Source: an optimization exercise on an open RTL-to-GDS flow (aim: small area). Production flows keep margins and buffers that such runs may drop. The RTL was checked by simulation tests, not by an equivalence proof against the original design. The clock input has no modelled driver; a real chip could not lean on it and would need a root buffer or a full tree. Power and IR drop assume default switching activity.

==> v31 <==
==> flow/design.v (excerpt) <==
module owb_slave (
    input  wire        clk,
    input  wire        por,             
    input  wire        line_in,         
    input  wire [63:0] identity,        
    output wire        line_drive_low
);
    localparam [1:0] P_WAIT    = 2'd0;
    localparam [1:0] P_SLOT    = 2'd1;
    localparam [1:0] P_RSTPOLL = 2'd3;
    localparam [1:0] P_RSTSEQ  = 2'd2;
    localparam [2:0] M_IDLE  = 3'd0;    
    localparam [2:0] M_DC    = 3'd1;    
    localparam [2:0] M_RXA   = 3'd2;    
    localparam [2:0] M_RXB   = 3'd3;    
    localparam [2:0] M_DB    = 3'd4;    
    localparam [2:0] M_DA    = 3'd5;    
    localparam [2:0] M_REP   = 3'd6;    
    reg [1:0] ph;
    reg [7:0] t;
    reg [2:0] m;
    reg [5:0] cur;
    wire b;                             
    wire er    = (m == M_REP) | (m == M_DA) | (m == M_DB);
    wire armed = er & (b ^ (m != M_DB));    
    wire t0   = (t[4:0] == 5'd0);               
    wire t28  = t[4] & t[3] & t[2];             
    wire t198 = t[7] & t[6] & t[2] & t[1];      
    wire tz   = (t == 8'd0);                    
    wire tpr  = t[7] | t[6] | t[5] | t[4];      
    wire t164 = t[7] & t[5] & t[2];             
  ...
export LEC_CHECK = 0
export ABC_AREA = 1
export CAP_MARGIN = 20
export CORE_MARGIN = 2
export CORE_UTILIZATION = 40
export SLEW_MARGIN = 20
create_clock -name core_clock -period 10.0 [get_ports {clk}]
standard.sh (not shown) runs the stock make flow with config.mk's settings and CLKGATE_MAP_FILE= SYNTH_SCRIPT=/design/flow/synth_recipe.tcl, a recipe that flattens the netlist after the stock synthesis.
==> flow/flow/run.sh <==
#!/bin/bash
# Own layout flow: the standard ORFS flow (standard.sh) with these changes.
# - The identity multiplexer (module owb_idmux) is taken from the hand-mapped
#   gate-level netlist flow/idmux_gl.v instead of being synthesised from the RTL.
# - Synthesis is synth_recipe.tcl unchanged except for its abc call
#   (flow/synth.tcl): ABC maps the design with each area-only script in
#   flow/abc_scripts.txt and the smallest mapping is kept. Yosys's adder
#   extraction is off (ADDER_MAP_FILE empty), so ABC maps the counters too.
# - The port buffers are buf_1 cells.
# - Clock tree synthesis uses clkbuf_4 buffers and adds no dummy loads; then
#   flow/post_cts.tcl removes the root buffer, which drives only the two leaf
#   buffers, so that the clock port drives them, and makes each leaf buffer
#   driving more than 10 clock pins a clkbuf_8.
# Logs: subst.log, flow_make.log (all of make's and ORFS's output) and ORFS's
# own per-step logs under orfs/logs.
set -euo pipefail
W=$PWD
export OWB_WORK_DIR=$W
export OWB_FLOW_DIR=$W/flow
python3 flow/subst.py design.v flow/idmux_gl.v > design_own.v 2> subst.log
export BUFFER_PORTS_ARGS="-buffer_cell sky130_fd_sc_hd__buf_1"
export CTS_ARGS="${OWB_CTS_ARGS:--repair_clock_nets -buf_list sky130_fd_sc_hd__clkbuf_4 -root_buf sky130_fd_sc_hd__clkbuf_4 -dont_use_dummy_load}"
export POST_CTS_TCL=$W/flow/post_cts.tcl
bash standard.sh VERILOG_FILES=$W/design_own.v SYNTH_SCRIPT=$W/flow/synth.tcl ADDER_MAP_FILE= finish > flow_make.log 2>&1
==> flow/flow/abc_scripts.txt <==
strash; dc2; &get -n; &dch; &nf -a -R 1000; &put; topo
strash; &get -n; &dch -f; &nf -a -R 1000; &put; topo
strash; &get -n; &fraig -x; &dc2; &dch -f; &nf -a -R 2000; &put; topo
strash; dch; map -a; topo
strash; dc2; &get -n; &dch; &nf -a -R 1000; &put; strash; dc2; &get -n; &dch; &nf -a -R 1000; &put; topo
strash; balance; rewrite; refactor; balance; rewrite; rewrite -z; balance; refactor -z; rewrite -z; balance; &get -n; &dch -f; &nf -a -R 1000; &put; topo
strash; dch; amap; topo
strash; dc2; dch -f; amap; topo
strash; dc2; &get -n; &dch; &nf -a -R 1000; &put; strash; dc2; &get -n; &dch; &nf -a -R 1000; &put; strash; dc2; &get -n; &dch; &nf -a -R 1000; &put; topo
strash; dc2; &get -n; &dch; &nf -a -R 1000; &put; strash; dc2; &get -n; &dch; &nf -a -R 1000; &put; strash; dc2; &get -n; &dch; &nf -a -R 1000; &put; strash; dc2; &get -n; &dch; &nf -a -R 1000; &put; topo
strash; dc2; &get -n; &dch; &nf -a -R 1000; &put; strash; &get -n; &dch -f; &nf -a -R 1000; &put; topo
strash; &get -n; &dch -f; &nf -a -R 1000; &put; strash; dc2; &get -n; &dch; &nf -a -R 1000; &put; topo
strash; dc2; &get -n; &dch; &nf -a -R 1000; &put; strash; dc2; &get -n; &dch; &nf -a -R 1000; &put; strash; dc2; &get -n; &dch; &nf -a -R 1000; &put; strash; dc2; &get -n; &dch; &nf -a -R 1000; &put; strash; dc2; &get -n; &dch; &nf -a -R 1000; &put; strash; dc2; &get -n; &dch; &nf -a -R 1000; &put; topo
strash; &get -n; &dch -f; &nf -a -R 1000; &put; strash; &get -n; &dch -f; &nf -a -R 1000; &put; strash; &get -n; &dch -f; &nf -a -R 1000; &put; strash; &get -n; &dch -f; &nf -a -R 1000; &put; topo
strash; dc2; &get -n; &dch -x; &nf -a -R 1000; &put; strash; dc2; &get -n; &dch -x; &nf -a -R 1000; &put; strash; dc2; &get -n; &dch -x; &nf -a -R 1000; &put; strash; dc2; &get -n; &dch -x; &nf -a -R 1000; &put; topo
strash; dc2; &get -n; &dch; &nf -a -R 1000; &put; strash; &get -n; &dch -f; &nf -a -R 1000; &put; strash; dc2; &get -n; &dch; &nf -a -R 1000; &put; strash; &get -n; &dch -f; &nf -a -R 1000; &put; topo
strash; &get -n; &synch2; &nf -a -R 1000; &put; strash; dc2; &get -n; &dch; &nf -a -R 1000; &put; strash; dc2; &get -n; &dch; &nf -a -R 1000; &put; strash; dc2; &get -n; &dch; &nf -a -R 1000; &put; topo
strash; dc2; &get -n; &dch; &nf -a -R 1000; &put; strash; dc2; &get -n; &dch; &nf -a -R 1000; &put; strash; dc2; &get -n; &dch; &nf -a -R 1000; &put; strash; dc2; &get -n; &dch; &nf -a -R 1000; &put; strash; &get -n; &dch -f; &nf -a -R 1000; &put; topo
strash; dc2; &get -n; &dch; &nf -a -R 2000 -C 24; &put; strash; dc2; &get -n; &dch; &nf -a -R 1000; &put; strash; dc2; &get -n; &dch; &nf -a -R 1000; &put; strash; dc2; &get -n; &dch; &nf -a -R 1000; &put; topo
strash; dc2; &get -n; &dch; &nf -a -R 1000; &put; mfs3 -a; topo
strash; dc2; &get -n; &dch; &nf -a -R 1000; &put; strash; dc2; &get -n; &dch; &nf -a -R 1000; &put; strash; dc2; &get -n; &dch; &nf -a -R 1000; &put; strash; dc2; &get -n; &dch; &nf -a -R 1000; &put; mfs3 -a; topo
strash; &get -n; &synch2; &nf -a -R 1000; &put; strash; dc2; &get -n; &dch; &nf -a -R 1000; &put; strash; dc2; &get -n; &dch; &nf -a -R 1000; &put; strash; dc2; &get -n; &dch; &nf -a -R 1000; &put; mfs3 -a; topo
strash; dc2; &get -n; &dch; &nf -a -R 1000; &put; mfs3 -a; strash; dc2; &get -n; &dch; &nf -a -R 1000; &put; mfs3 -a; topo
Other scripts of this flow, unchanged in this note and not shown: flow/flow/idmux_gl.v, flow/flow/post_cts.tcl, flow/flow/subst.py, flow/flow/synth.tcl
==> inputs of v3, as changes to v31 <==
--- a/flow/flow/abc_scripts.txt
+++ b/flow/flow/abc_scripts.txt
@@ -19,5 +19 @@
 strash; dc2; &get -n; &dch; &nf -a -R 2000 -C 24; &put; strash; dc2; &get -n; &dch; &nf -a -R 1000; &put; strash; dc2; &get -n; &dch; &nf -a -R 1000; &put; strash; dc2; &get -n; &dch; &nf -a -R 1000; &put; topo
-strash; dc2; &get -n; &dch; &nf -a -R 1000; &put; mfs3 -a; topo
-strash; dc2; &get -n; &dch; &nf -a -R 1000; &put; strash; dc2; &get -n; &dch; &nf -a -R 1000; &put; strash; dc2; &get -n; &dch; &nf -a -R 1000; &put; strash; dc2; &get -n; &dch; &nf -a -R 1000; &put; mfs3 -a; topo
-strash; &get -n; &synch2; &nf -a -R 1000; &put; strash; dc2; &get -n; &dch; &nf -a -R 1000; &put; strash; dc2; &get -n; &dch; &nf -a -R 1000; &put; strash; dc2; &get -n; &dch; &nf -a -R 1000; &put; mfs3 -a; topo
-strash; dc2; &get -n; &dch; &nf -a -R 1000; &put; mfs3 -a; strash; dc2; &get -n; &dch; &nf -a -R 1000; &put; mfs3 -a; topo
==> summary of the runs <==
In sequential cell count, v31 and v3 do not differ.
Total power: v31 is higher than v3 (3.6%).
In v3 the via count is higher than in v31, by about 0.23%.
Against v31, the clock skew of v3 is lower by 0.0013 ns.
Against v31, the synthesized area of v3 is higher by 0.92%.
In non-clock buffer count, v3 and v31 do not differ.
Of v31 and v3, v31 has the higher combinational power (gap about 3.6%, measured against v3).
Between v31 and v3, the lower sequential share of layout area is in v3 (gap 0.083 points).
Between v31 and v3, the lower final area is in v31 (gap 0.37%, measured against v3).
Final cell count: v31 is higher than v3 (2.4%).

---

==> run H <==
owb_slave again, from the RTL that the note above started with.
==> module owb_slave, before the edit <==
module owb_slave (
    input  wire        clk,
    input  wire        por,             
    input  wire        line_in,         
    input  wire [63:0] identity,        
    output wire        line_drive_low
);
    localparam [1:0] P_WAIT    = 2'd0;
    localparam [1:0] P_SLOT    = 2'd1;
    localparam [1:0] P_RSTPOLL = 2'd3;
    localparam [1:0] P_RSTSEQ  = 2'd2;
    localparam [2:0] M_IDLE  = 3'd0;    
    localparam [2:0] M_DC    = 3'd1;    
    localparam [2:0] M_RXA   = 3'd2;    
    localparam [2:0] M_RXB   = 3'd3;    
    localparam [2:0] M_DB    = 3'd4;    
    localparam [2:0] M_DA    = 3'd5;    
    localparam [2:0] M_REP   = 3'd6;    
    reg [1:0] ph;
    reg [7:0] t;
    reg [2:0] m;
    reg [5:0] cur;
    wire b;                             
    wire er    = (m == M_REP) | (m == M_DA) | (m == M_DB);
    wire armed = er & (b ^ (m != M_DB));    
    wire t0   = (t[4:0] == 5'd0);               
    wire t28  = t[4] & t[3] & t[2];             
    wire t198 = t[7] & t[6] & t[2] & t[1];      
    wire tz   = (t == 8'd0);                    
    wire tpr  = t[7] | t[6] | t[5] | t[4];      
    wire t164 = t[7] & t[5] & t[2];             
    assign line_drive_low = ((ph == P_SLOT) & t[7]) | ((ph == P_RSTSEQ) & tpr);
    reg [1:0] n_ph;
    reg [7:0] n_t;
    reg       ev_wbit, wbit, ev_rearm;
    always @(*) begin
        n_ph     = ph;
        n_t      = t + 1'b1;
        ev_wbit  = 1'b0;
        wbit     = 1'b0;
        ev_rearm = 1'b0;
        case (ph)
            P_WAIT: begin
                n_t     = {armed, 5'd0, t[0] & ~line_in, line_in};
                if (t[1]) begin
                    if (!armed && er) begin
                        ev_rearm = 1'b1;                  
                        if (!line_in) n_ph = P_RSTPOLL;
                    end else begin
                        if (!line_in) n_ph = P_SLOT;
                    end
                end
            end
            P_SLOT: begin
                if (line_in) n_t[1:0] = 2'b01;
                if (t28) begin
                    n_t[7] = 1'b0;
                    n_ph = line_in ? P_WAIT : P_RSTPOLL;
                    if (t[7]) ev_rearm = 1'b1;            
                    else       ev_wbit  = 1'b1;           
                end else if (line_in) begin
                    n_ph = P_WAIT;
                    if (!t0) begin
                        ev_wbit = 1'b1;                   
                        wbit    = 1'b1;
                    end
                end
            end
            P_RSTPOLL: begin
                if (t198) begin                           
                    n_t      = {6'd0, line_in, 1'b0};
                    n_ph     = P_RSTSEQ;
                end else if (line_in) begin
                    n_ph = P_WAIT;
                    n_t[1:0] = 2'b01;
                end
            end
            default: begin  
                if (tz) n_t = {6'd0, line_in, 1'b0};
                if (t164) begin
                    n_ph = P_WAIT;
                    n_t[0] = 1'b0;      
                end
            end
        endcase
    end
    reg [2:0] n_m;
    reg [5:0] n_cur;
    wire [2:0] bi = cur[2:0];
    always @(*) begin
        n_m   = m;
        n_cur = cur;
        if (ph == P_RSTSEQ)
            n_cur = 6'd56;
        else if (ev_wbit || (ev_rearm && m == M_REP))
            n_cur = cur + 1'b1;
        if (ev_wbit) begin
            case (m)
                M_RXA, M_RXB: begin
                    if (bi == 3'd0)
                        n_m = wbit ? M_RXA : M_RXB;
                    else if (wbit != ((m == M_RXA) ? ~bi[1] : bi[2]))
                        n_m = M_IDLE;
                    else if (bi == 3'd7)
                        n_m = (m == M_RXA) ? M_REP : M_DA;
                end
                M_DC: begin
                    if (wbit != b || cur == 6'd63)
                        n_m = M_IDLE;                     
                    else
                        n_m = M_DA;
                end
                default: ;
            endcase
        end
        if (ev_rearm) begin
            case (m)
                M_REP: if (cur == 6'd63) n_m = M_IDLE;
                M_DA:  n_m = M_DB;
                M_DB:  n_m = M_DC;
                default: ;
            endcase
        end
        if (ph == P_RSTSEQ) n_m = M_RXA;
    end
    owb_idmux u_idmux (
        .d   (identity),
        .sln (~(8'd1 << cur[2:0])),
        .hi  (cur[5:3]),
        .b   (b)
    );
    always @(posedge clk) begin
        if (por) begin
            ph   <= P_WAIT;
            m    <= M_IDLE;
            t[1:0] <= 2'b00;
        end else begin
            ph   <= n_ph;
            m    <= n_m;
            t[1:0] <= n_t[1:0];
        end
        t[7:2] <= n_t[7:2];
        cur <= n_cur;
    end
endmodule
clock: 10.0 ns
lec_check: 0
abc_area: 1
cap_margin: 20
core_margin: 2
core_utilization: 40
slew_margin: 20
==> flow/flow/run.sh <==
#!/bin/bash
# Own layout flow: the standard ORFS flow (standard.sh) with these changes.
# - The identity multiplexer (module owb_idmux) is taken from the hand-mapped
#   gate-level netlist flow/idmux_gl.v instead of being synthesised from the RTL.
# - Synthesis is synth_recipe.tcl unchanged except for its abc call
#   (flow/synth.tcl): ABC maps the design with each area-only script in
#   flow/abc_scripts.txt and the smallest mapping is kept. Yosys's adder
#   extraction is off (ADDER_MAP_FILE empty), so ABC maps the counters too.
# - The port buffers are buf_1 cells.
# - Clock tree synthesis uses clkbuf_4 buffers and adds no dummy loads; then
#   flow/post_cts.tcl makes the root buffer, which drives only the leaf
#   buffers, a clkbuf_2, and each leaf buffer driving more than 10 clock
#   pins a clkbuf_8.
# Logs: subst.log, flow_make.log (all of make's and ORFS's output) and ORFS's
# own per-step logs under orfs/logs.
set -euo pipefail
W=$PWD
export OWB_WORK_DIR=$W
export OWB_FLOW_DIR=$W/flow
python3 flow/subst.py design.v flow/idmux_gl.v > design_own.v 2> subst.log
export BUFFER_PORTS_ARGS="-buffer_cell sky130_fd_sc_hd__buf_1"
export CTS_ARGS="${OWB_CTS_ARGS:--repair_clock_nets -buf_list sky130_fd_sc_hd__clkbuf_4 -root_buf sky130_fd_sc_hd__clkbuf_4 -dont_use_dummy_load}"
export POST_CTS_TCL=$W/flow/post_cts.tcl
bash standard.sh VERILOG_FILES=$W/design_own.v SYNTH_SCRIPT=$W/flow/synth.tcl ADDER_MAP_FILE= finish > flow_make.log 2>&1
==> flow/flow/abc_scripts.txt <==
strash; dc2; &get -n; &dch; &nf -a -R 1000; &put; topo
strash; &get -n; &dch -f; &nf -a -R 1000; &put; topo
strash; &get -n; &fraig -x; &dc2; &dch -f; &nf -a -R 2000; &put; topo
strash; dch; map -a; topo
strash; dc2; &get -n; &dch; &nf -a -R 1000; &put; strash; dc2; &get -n; &dch; &nf -a -R 1000; &put; topo
strash; balance; rewrite; refactor; balance; rewrite; rewrite -z; balance; refactor -z; rewrite -z; balance; &get -n; &dch -f; &nf -a -R 1000; &put; topo
strash; dch; amap; topo
strash; dc2; dch -f; amap; topo
strash; dc2; &get -n; &dch; &nf -a -R 1000; &put; strash; dc2; &get -n; &dch; &nf -a -R 1000; &put; strash; dc2; &get -n; &dch; &nf -a -R 1000; &put; topo
strash; dc2; &get -n; &dch; &nf -a -R 1000; &put; strash; dc2; &get -n; &dch; &nf -a -R 1000; &put; strash; dc2; &get -n; &dch; &nf -a -R 1000; &put; strash; dc2; &get -n; &dch; &nf -a -R 1000; &put; topo
strash; dc2; &get -n; &dch; &nf -a -R 1000; &put; strash; &get -n; &dch -f; &nf -a -R 1000; &put; topo
strash; &get -n; &dch -f; &nf -a -R 1000; &put; strash; dc2; &get -n; &dch; &nf -a -R 1000; &put; topo
strash; dc2; &get -n; &dch; &nf -a -R 1000; &put; strash; dc2; &get -n; &dch; &nf -a -R 1000; &put; strash; dc2; &get -n; &dch; &nf -a -R 1000; &put; strash; dc2; &get -n; &dch; &nf -a -R 1000; &put; strash; dc2; &get -n; &dch; &nf -a -R 1000; &put; strash; dc2; &get -n; &dch; &nf -a -R 1000; &put; topo
strash; &get -n; &dch -f; &nf -a -R 1000; &put; strash; &get -n; &dch -f; &nf -a -R 1000; &put; strash; &get -n; &dch -f; &nf -a -R 1000; &put; strash; &get -n; &dch -f; &nf -a -R 1000; &put; topo
strash; dc2; &get -n; &dch -x; &nf -a -R 1000; &put; strash; dc2; &get -n; &dch -x; &nf -a -R 1000; &put; strash; dc2; &get -n; &dch -x; &nf -a -R 1000; &put; strash; dc2; &get -n; &dch -x; &nf -a -R 1000; &put; topo
strash; dc2; &get -n; &dch; &nf -a -R 1000; &put; strash; &get -n; &dch -f; &nf -a -R 1000; &put; strash; dc2; &get -n; &dch; &nf -a -R 1000; &put; strash; &get -n; &dch -f; &nf -a -R 1000; &put; topo
strash; &get -n; &synch2; &nf -a -R 1000; &put; strash; dc2; &get -n; &dch; &nf -a -R 1000; &put; strash; dc2; &get -n; &dch; &nf -a -R 1000; &put; strash; dc2; &get -n; &dch; &nf -a -R 1000; &put; topo
strash; dc2; &get -n; &dch; &nf -a -R 1000; &put; strash; dc2; &get -n; &dch; &nf -a -R 1000; &put; strash; dc2; &get -n; &dch; &nf -a -R 1000; &put; strash; dc2; &get -n; &dch; &nf -a -R 1000; &put; strash; &get -n; &dch -f; &nf -a -R 1000; &put; topo
strash; dc2; &get -n; &dch; &nf -a -R 2000 -C 24; &put; strash; dc2; &get -n; &dch; &nf -a -R 1000; &put; strash; dc2; &get -n; &dch; &nf -a -R 1000; &put; strash; dc2; &get -n; &dch; &nf -a -R 1000; &put; topo
==> flow/flow/post_cts.tcl <==
# After clock tree synthesis (which builds the tree from clkbuf_4 cells):
# the root buffer, the one the clock port drives, only drives the leaf
# buffers and becomes a clkbuf_2; a leaf buffer that drives more than 10
# clock pins becomes a clkbuf_8, to keep the slew at its flip-flops low.
# Then the placement is legalised again.
proc owb_sinks {inst} {
  set n 0
  foreach it [$inst getITerms] {
    if {![$it isOutputSignal]} { continue }
    set net [$it getNet]
    if {$net eq "NULL"} { continue }
    foreach s [$net getITerms] {
      if {[$s isInputSignal]} { incr n }
    }
  }
  return $n
}
set changes {}
foreach inst [[ord::get_db_block] getInsts] {
  if {![string match sky130_fd_sc_hd__clkbuf_* [[$inst getMaster] getName]]} { continue }
  set root 0
  foreach it [$inst getITerms] {
    if {![$it isInputSignal]} { continue }
    set n [$it getNet]
    if {$n ne "NULL" && [$n getName] eq "clk"} { set root 1 }
  }
  set fanout [owb_sinks $inst]
  if {$root} {
    lappend changes [list [$inst getName] sky130_fd_sc_hd__clkbuf_2 $fanout]
  } elseif {$fanout > 10} {
    lappend changes [list [$inst getName] sky130_fd_sc_hd__clkbuf_8 $fanout]
  }
}
foreach c $changes {
  lassign $c name cell fanout
  puts "post_cts.tcl: $name (fanout $fanout) -> $cell"
  replace_cell [get_cells $name] $cell
}
detailed_placement
check_placement -verbose
Other scripts of this flow, unchanged in this note and not shown: flow/flow/idmux_gl.v, flow/flow/subst.py, flow/flow/synth.tcl
==> inputs of run C, as changes to run H <==
--- a/flow/design.v
+++ b/flow/design.v
@@ -18,6 +18,8 @@
     localparam [2:0] M_REP   = 3'd6;    
     reg [1:0] ph;
     reg [7:0] t;
+    reg       irq;
+    reg       prev;
     reg [2:0] m;
     reg [5:0] cur;
     wire b;                             
@@ -32,17 +34,21 @@
     assign line_drive_low = ((ph == P_SLOT) & t[7]) | ((ph == P_RSTSEQ) & tpr);
     reg [1:0] n_ph;
     reg [7:0] n_t;
-    reg       ev_wbit, wbit, ev_rearm;
+    reg       clr_irq;
+    reg       ev_wbit, wbit, ev_rearm, ev_reset;
     always @(*) begin
         n_ph     = ph;
         n_t      = t + 1'b1;
+        clr_irq  = 1'b0;
         ev_wbit  = 1'b0;
         wbit     = 1'b0;
         ev_rearm = 1'b0;
+        ev_reset = 1'b0;
         case (ph)
             P_WAIT: begin
-                n_t     = {armed, 5'd0, t[0] & ~line_in, line_in};
-                if (t[1]) begin
+                n_t     = {armed, 7'd0};
+                clr_irq = 1'b1;
+                if (irq) begin
                     if (!armed && er) begin
                         ev_rearm = 1'b1;                  
                         if (!line_in) n_ph = P_RSTPOLL;
@@ -52,7 +58,6 @@
                 end
             end
             P_SLOT: begin
-                if (line_in) n_t[1:0] = 2'b01;
                 if (t28) begin
                     n_t[7] = 1'b0;
                     n_ph = line_in ? P_WAIT : P_RSTPOLL;
@@ -67,20 +72,18 @@
                 end
             end
             P_RSTPOLL: begin
-                if (t198) begin                           
+                if (t198) begin
+                    ev_reset = 1'b1;
                     n_t      = {6'd0, line_in, 1'b0};
                     n_ph     = P_RSTSEQ;
                 end else if (line_in) begin
                     n_ph = P_WAIT;
-                    n_t[1:0] = 2'b01;
                 end
             end
             default: begin  
+                clr_irq = 1'b1;
                 if (tz) n_t = {6'd0, line_in, 1'b0};
-                if (t164) begin
-                    n_ph = P_WAIT;
-                    n_t[0] = 1'b0;      
-                end
+                if (t164) n_ph = P_WAIT;
             end
         endcase
     end
@@ -90,7 +93,7 @@
     always @(*) begin
         n_m   = m;
         n_cur = cur;
-        if (ph == P_RSTSEQ)
+        if (ev_reset)
             n_cur = 6'd56;
         else if (ev_wbit || (ev_rearm && m == M_REP))
             n_cur = cur + 1'b1;
@@ -121,7 +124,7 @@
                 default: ;
             endcase
         end
-        if (ph == P_RSTSEQ) n_m = M_RXA;
+        if (ev_reset) n_m = M_RXA;
     end
     owb_idmux u_idmux (
         .d   (identity),
@@ -132,14 +135,16 @@
     always @(posedge clk) begin
         if (por) begin
             ph   <= P_WAIT;
+            irq  <= 1'b0;
+            prev <= 1'b0;
             m    <= M_IDLE;
-            t[1:0] <= 2'b00;
         end else begin
             ph   <= n_ph;
+            irq  <= (irq & ~clr_irq) | (prev & ~line_in);
+            prev <= line_in;
             m    <= n_m;
-            t[1:0] <= n_t[1:0];
         end
-        t[7:2] <= n_t[7:2];
+        t   <= n_t;
         cur <= n_cur;
     end
 endmodule
--- a/flow/flow/run.sh
+++ b/flow/flow/run.sh
@@ -7,10 +7,7 @@
 #   flow/abc_scripts.txt and the smallest mapping is kept. Yosys's adder
 #   extraction is off (ADDER_MAP_FILE empty), so ABC maps the counters too.
 # - The port buffers are buf_1 cells.
-# - Clock tree synthesis uses clkbuf_4 buffers and adds no dummy loads; then
-#   flow/post_cts.tcl makes the root buffer, which drives only the leaf
-#   buffers, a clkbuf_2, and each leaf buffer driving more than 10 clock
-#   pins a clkbuf_8.
+# - Clock tree synthesis uses clkbuf_4 buffers and adds no dummy loads.
 # Logs: subst.log, flow_make.log (all of make's and ORFS's output) and ORFS's
 # own per-step logs under orfs/logs.
 set -euo pipefail
@@ -20,5 +17,4 @@
 python3 flow/subst.py design.v flow/idmux_gl.v > design_own.v 2> subst.log
 export BUFFER_PORTS_ARGS="-buffer_cell sky130_fd_sc_hd__buf_1"
 export CTS_ARGS="${OWB_CTS_ARGS:--repair_clock_nets -buf_list sky130_fd_sc_hd__clkbuf_4 -root_buf sky130_fd_sc_hd__clkbuf_4 -dont_use_dummy_load}"
-export POST_CTS_TCL=$W/flow/post_cts.tcl
 bash standard.sh VERILOG_FILES=$W/design_own.v SYNTH_SCRIPT=$W/flow/synth.tcl ADDER_MAP_FILE= finish > flow_make.log 2>&1
==> flow/flow/abc_scripts.txt (replaced) <==
strash; dc2; &get -n; &dch; &nf -a -R 1000; &put; topo
strash; &get -n; &dch -f; &nf -a -R 1000; &put; topo
strash; &get -n; &fraig -x; &dc2; &dch -f; &nf -a -R 2000; &put; topo
strash; dch; map -a; topo
strash; dc2; &get -n; &dch; &nf -a -R 1000; &put; strash; dc2; &get -n; &dch; &nf -a -R 1000; &put; topo
strash; balance; rewrite; refactor; balance; rewrite; rewrite -z; balance; refactor -z; rewrite -z; balance; &get -n; &dch -f; &nf -a -R 1000; &put; topo
strash; dch; amap; topo
strash; dc2; dch -f; amap; topo
removed: flow/flow/post_cts.tcl
==> notes <==
Run C finished with timing, DRC and antenna clean. Run H passed the timing, design-rule and antenna checks. In run H the die area is lower than in run C, by about 0.9%. In run C the critical path depth is lower than in run H, by 1. Non-clock buffer count is the same in run H and run C. Of run C and run H, run C has the higher area after synthesis (gap 1.0%, measured against run H). In run H the wire length is larger than in run C, by about 6%.
==> figures <==
Switching part of the total power: run C 22.2%; run H 32.0%
RR Startpoint: run C cur[0]; run H cur[1]
Run status: run C timing/DRC/antenna clean; run H timing/DRC/antenna clean
Simple-Gate Fraction of Synth Area: run C 32.2%; run H 28.0%
GR Util met1: run C 28.8%; run H 32.1%
Share of cell area taken by flip-flops and latches: run C 24.5%; run H 22.4%
P_sw: run C 30.6 uW; run H 56.3 uW
Cell area reported after detailed placement: run C 1700 um2; run H 1680 um2
Worst setup slack before clock tree synthesis: run C 5.16 ns; run H 5.11 ns
Post-synthesis cell count: run C 186; run H 181
Part of the Yosys area used for sequential elements: run C 30.3%; run H 27.7%
Synth Area in XOR/XNOR: run C 3.79%; run H 3.19%

afterwards: timing with drivers on the ports:
The results above use ideal ports. As a check the final layouts listed here were re-extracted and re-timed, cells and wires unchanged. Step 1, drivers: a clkbuf_16 drives clk and a buf_2 each remaining input, both assumed. Step 2, shift: input delay + t, output delay - t, t = (earliest + latest rising clock arrival at the registers) / 2. This alone moves slack from input paths to output paths. Three values: ideal ports, drivers, drivers and shift; two values: the first two.
run	t (ns)	slack for setup (ns)	worst hold slack (ns)	worst slew at a driven data input, ns	pins driven straight from the clock port
v31	0.174	5.281 / 5.287 / 5.112	0.528 / 0.528 / 0.528	0.04	2
v3	0.188	5.263 / 5.269 / 5.081	0.533 / 0.533 / 0.533	0.05	2
run H	0.295	5.379 / 5.380 / 5.084	0.533 / 0.533 / 0.533	0.05	1
run C	0.318	5.513 / 5.514 / 5.196	0.467 / 0.467 / 0.467	0.04	1
After both steps setup and hold are still met in every run listed. The setup slack of run C, which loses most, moves by +0.001 ns with the drivers and by -0.317 ns with both steps.
